From an optimization exercise on the open Yosys and OpenROAD flow, aimed at small area, a short achievable clock period and few clock cycles; shortcuts taken in it are not production practice. Function was checked by simulation only, so behaviour that the tests miss may differ from the original. Power and IR drop assume default switching activity.

Design framecore_tx, start of the top module:
module framecore_tx (
    input  wire        clk,
    input  wire        rst,             
    input  wire        cmd_valid,
    output wire        cmd_ready,
    input  wire [2:0]  cmd_op,
    input  wire [6:0]  cmd_len,
    input  wire        cmd_scheme,      
    input  wire [32:0] cmd_gen,
    input  wire [7:0]  cmd_tag_start,
    input  wire [7:0]  cmd_tag_stop,
    input  wire [7:0]  cmd_tag_esc,
    input  wire        in_valid,
    output wire        in_ready,
    input  wire [7:0]  in_data,
    output wire        out_valid,
    input  wire        out_ready,
    output wire [7:0]  out_data,
    output reg         done,
    output reg  [3:0]  res_result,
    output reg  [3:0]  res_errcode,
    output reg  [31:0] res_rem,
    output reg  [7:0]  res_olen
);
export LEC_CHECK = 0
export CAP_MARGIN = 20
export CORE_MARGIN = 2
export CORE_UTILIZATION = 40
export SETUP_SLACK_MARGIN = 1.5
export SLEW_MARGIN = 20
create_clock -name core_clock -period 5.0 [get_ports {clk}]
standard.sh (not shown) runs the stock make flow with config.mk's settings and CLKGATE_MAP_FILE= SYNTH_SCRIPT=/design/flow/synth_recipe.tcl, a recipe that flattens the netlist after the stock synthesis.
==> flow/flow/run.sh <==
#!/bin/bash
set -euo pipefail
export BUFFER_PORTS_ARGS="-buffer_cell sky130_fd_sc_hd__buf_2"
bash standard.sh > standard_flow.log 2>&1
Testbench counts at the start, summed over its fixed seeds: cycles 11,556.
Rerun with:
--- a/flow/design.v
+++ b/flow/design.v
@@ -59,20 +59,19 @@
     reg  [1:0]  cl;          
     reg  [7:0]  t_start, t_stop, t_esc;
     reg  [7:0]  b;           
     reg         bv;          
     reg         pend;        
     reg         ov;
     reg  [7:0]  od;
     reg         dp;          
     reg         first;       
-    reg         r6;          
-    reg         rv, rp;      
+    reg         r5, r6;
     reg  [2:0]  re;
     function [2:0] lzc8(input [7:0] x);
         begin
             casez (x)
                 8'b1???????: lzc8 = 3'd0;
                 8'b01??????: lzc8 = 3'd1;
                 8'b001?????: lzc8 = 3'd2;
                 8'b0001????: lzc8 = 3'd3;
                 8'b00001???: lzc8 = 3'd4;
@@ -169,41 +168,38 @@
     assign      in_ready = s[PAY] && !pend && oslot;
     wire        ci0      = (cl == ~lm1);              
     wire        start_ld = s[START] && ofree;
     wire        code_ld  = s[CODE] && !bv && !rz && ofree;
     wire        stop_ld  = s[STOP] && ofree;
     wire        pay_ld   = take && o_emit;
     wire        ld       = start_ld || code_ld || stop_ld || pay_ld;
     wire        pend_ld  = pend && oslot;
     wire        cesc     = esc && (code_ld || pay_ld);
-    wire        f_b = s[REJ] || (s[FIN] && !rz) || (s[VTAIL] && !bv);
-    wire        f_c = s[PAY] && (o_stuff || o_pval) && last && !pend;
+    wire        f_b = s[REJ] || (s[FIN] && !bv && !rz);
+    wire        f_c = s[PAY] && o_stuff && last && !pend;
     wire        f_d = !pend && ((s[CODE] && !bv && !rz && ci0 && !o_bld) || s[STOP]);
     wire        fin = (f_b && !dp) || (oslot && ((f_b && !pend) || f_d || (f_c && in_valid)));
     assign cmd_ready = s[IDLE] || fin;
-    wire        g_free = !o_crc || !(s[PAY] || s[START] || s[VTAIL] || bv) ||
-                         s[FIN] || vt_step;         
+    wire        g_free = !o_crc || !(s[PAY] || s[START] || s[VTAIL] || bv);
     wire        clr    = rz && fin_ok;               
     wire        acc    = cmd_valid && cmd_ready;
     wire [4:0]  sh      = {~lm1, k};                  
-    wire [31:0] gs      = G << k;
-    wire        vt_step = s[VTAIL] && !bv && fin_ok;
+    wire [31:0] gs      = G;
+    wire        vt_step = s[VTAIL] && !bv;
     wire [2:0]  m       = 3'd0 - k;                   
     wire [7:0]  fcur    = vt_step ? 8'd0 : t_start;
     wire [15:0] fpair   = {t_stop, fcur};
     wire [7:0]  fbyte   = fpair >> m;                 
     wire [31:0] r_div   = div_byte(R, gs, h, lm1, b,
                                    o_val ? fbyte : 8'd0);
     wire [7:0]  gt      = gs[31:24];
-    reg         r5;
     always @(*) begin
         done        = dp && ofree;
-        r5          = (rv && R != 32'd0) || (rp && R[24]);
         res_result  = {1'b0, r5 | r6, r6, r5};
         res_errcode = {1'b0, re};
         res_rem     = R >> {~rlm, rk};
     end
     always @(posedge clk) begin
         h <= recip(gt);
         if (rst) begin
             s        <= 8'd1 << IDLE;
             ov       <= 1'b0;
@@ -248,41 +244,47 @@
             if (code_ld) cl <= cl - 2'd1;
             if (start_ld) begin
                 s[START] <= 1'b0;
                 if (cnt != 7'd0) s[PAY] <= 1'b1; else s[CODE] <= 1'b1;
             end
             if (take && last) begin
                 s[PAY] <= 1'b0;
                 if (o_val) begin
                     if (m != 3'd0) s[VTAIL] <= 1'b1; else s[FIN] <= 1'b1;
-                end else if (!o_stuff && !o_pval)
+                end else if (o_pval)
+                    s[FIN] <= 1'b1;
+                else if (!o_stuff)
                     s[CODE] <= 1'b1;
             end
+            if (vt_step) begin
+                s[VTAIL] <= 1'b0;
+                s[FIN]   <= 1'b1;
+            end
             if (code_ld && ci0) begin
                 s[CODE] <= 1'b0;
                 if (o_bld) s[STOP] <= 1'b1;
             end
             if (fin) begin
                 s        <= 8'd1 << IDLE;
                 dp <= 1'b1;
                 re <= errc;
                 r6 <= (errc != ERR_NONE);
-                rv <= (errc == ERR_NONE) && o_val;
-                rp <= (errc == ERR_NONE) && o_pval;
+                r5 <= (errc == ERR_NONE) &&
+                      ((o_val && R != 32'd0) || (o_pval && R[24]));
                 if (!s[REJ]) begin
                     if (!o_stuff) begin
                         rk  <= k;
                         rlm <= lm1;
                     end
-                    if (s[FIN] || o_val || o_pval) res_olen <= 8'd0;
+                    if (s[FIN])   res_olen <= 8'd0;
                 end
             end
-            if (cmd_valid && g_free) G <= cmd_gen[31:0] << {~c_lm1, 3'd0};
+            if (cmd_valid && g_free) G <= cmd_gen[31:0] << {~c_lm1, c_k};
             if (acc) begin
                 o_stuff  <= (cmd_op == OP_STUF);
                 o_bld    <= (cmd_op == OP_BLD);
                 o_val    <= (cmd_op == OP_CVAL);
                 o_pval   <= (cmd_op == OP_PVAL);
                 o_emit   <= c_uses_tags;
                 o_crc    <= c_uses_gen;
                 o_par    <= c_uses_par;
                 errc     <= c_err;
Outcome: The new run passed the timing, DRC and antenna checks; final cell count rises by 6.1%; total power rises by 12%; sequential share of layout area falls by 0.87 points; setup slack is better by 3.9 ps; wire length rises by 5.2%; count of clock-buffer cells in the layout falls by 5; synthesized cell count rises by 7.5%; via count rises by 4.9%; synthesized area rises by 1.8%; critical path depth falls by 3.
Testbench counts after the change, summed over its fixed seeds: cycles 11,623.

## afterwards: timing with drivers on the ports
The flow's constraints put no driver on any port. The routed layouts listed below were extracted and timed again, unchanged, in two steps. Step 1 sets driving cells, clkbuf_16 on the clock port and buf_2 on the other inputs (assumed; they add their load-dependent delay and slew). Step 2 times the ports against the registers' clock, not the clock port: input delays grow and output delays shrink by t, the midpoint of the rising clock arrivals with the driver on. Slacks: no drivers / after step 1 / after step 2; pairs: no drivers / after step 1.
run	t (ns)	slack for setup (ns)	worst setup path after step 2
the first run	0.480	1.525 / 1.493 / 1.378	input to register
the second run	0.494	1.529 / 1.480 / 1.108	input to register
After both steps every run listed still meets setup and hold. The setup slack of the second run, which loses most, moves by -0.049 ns with the drivers and by -0.421 ns with both steps.
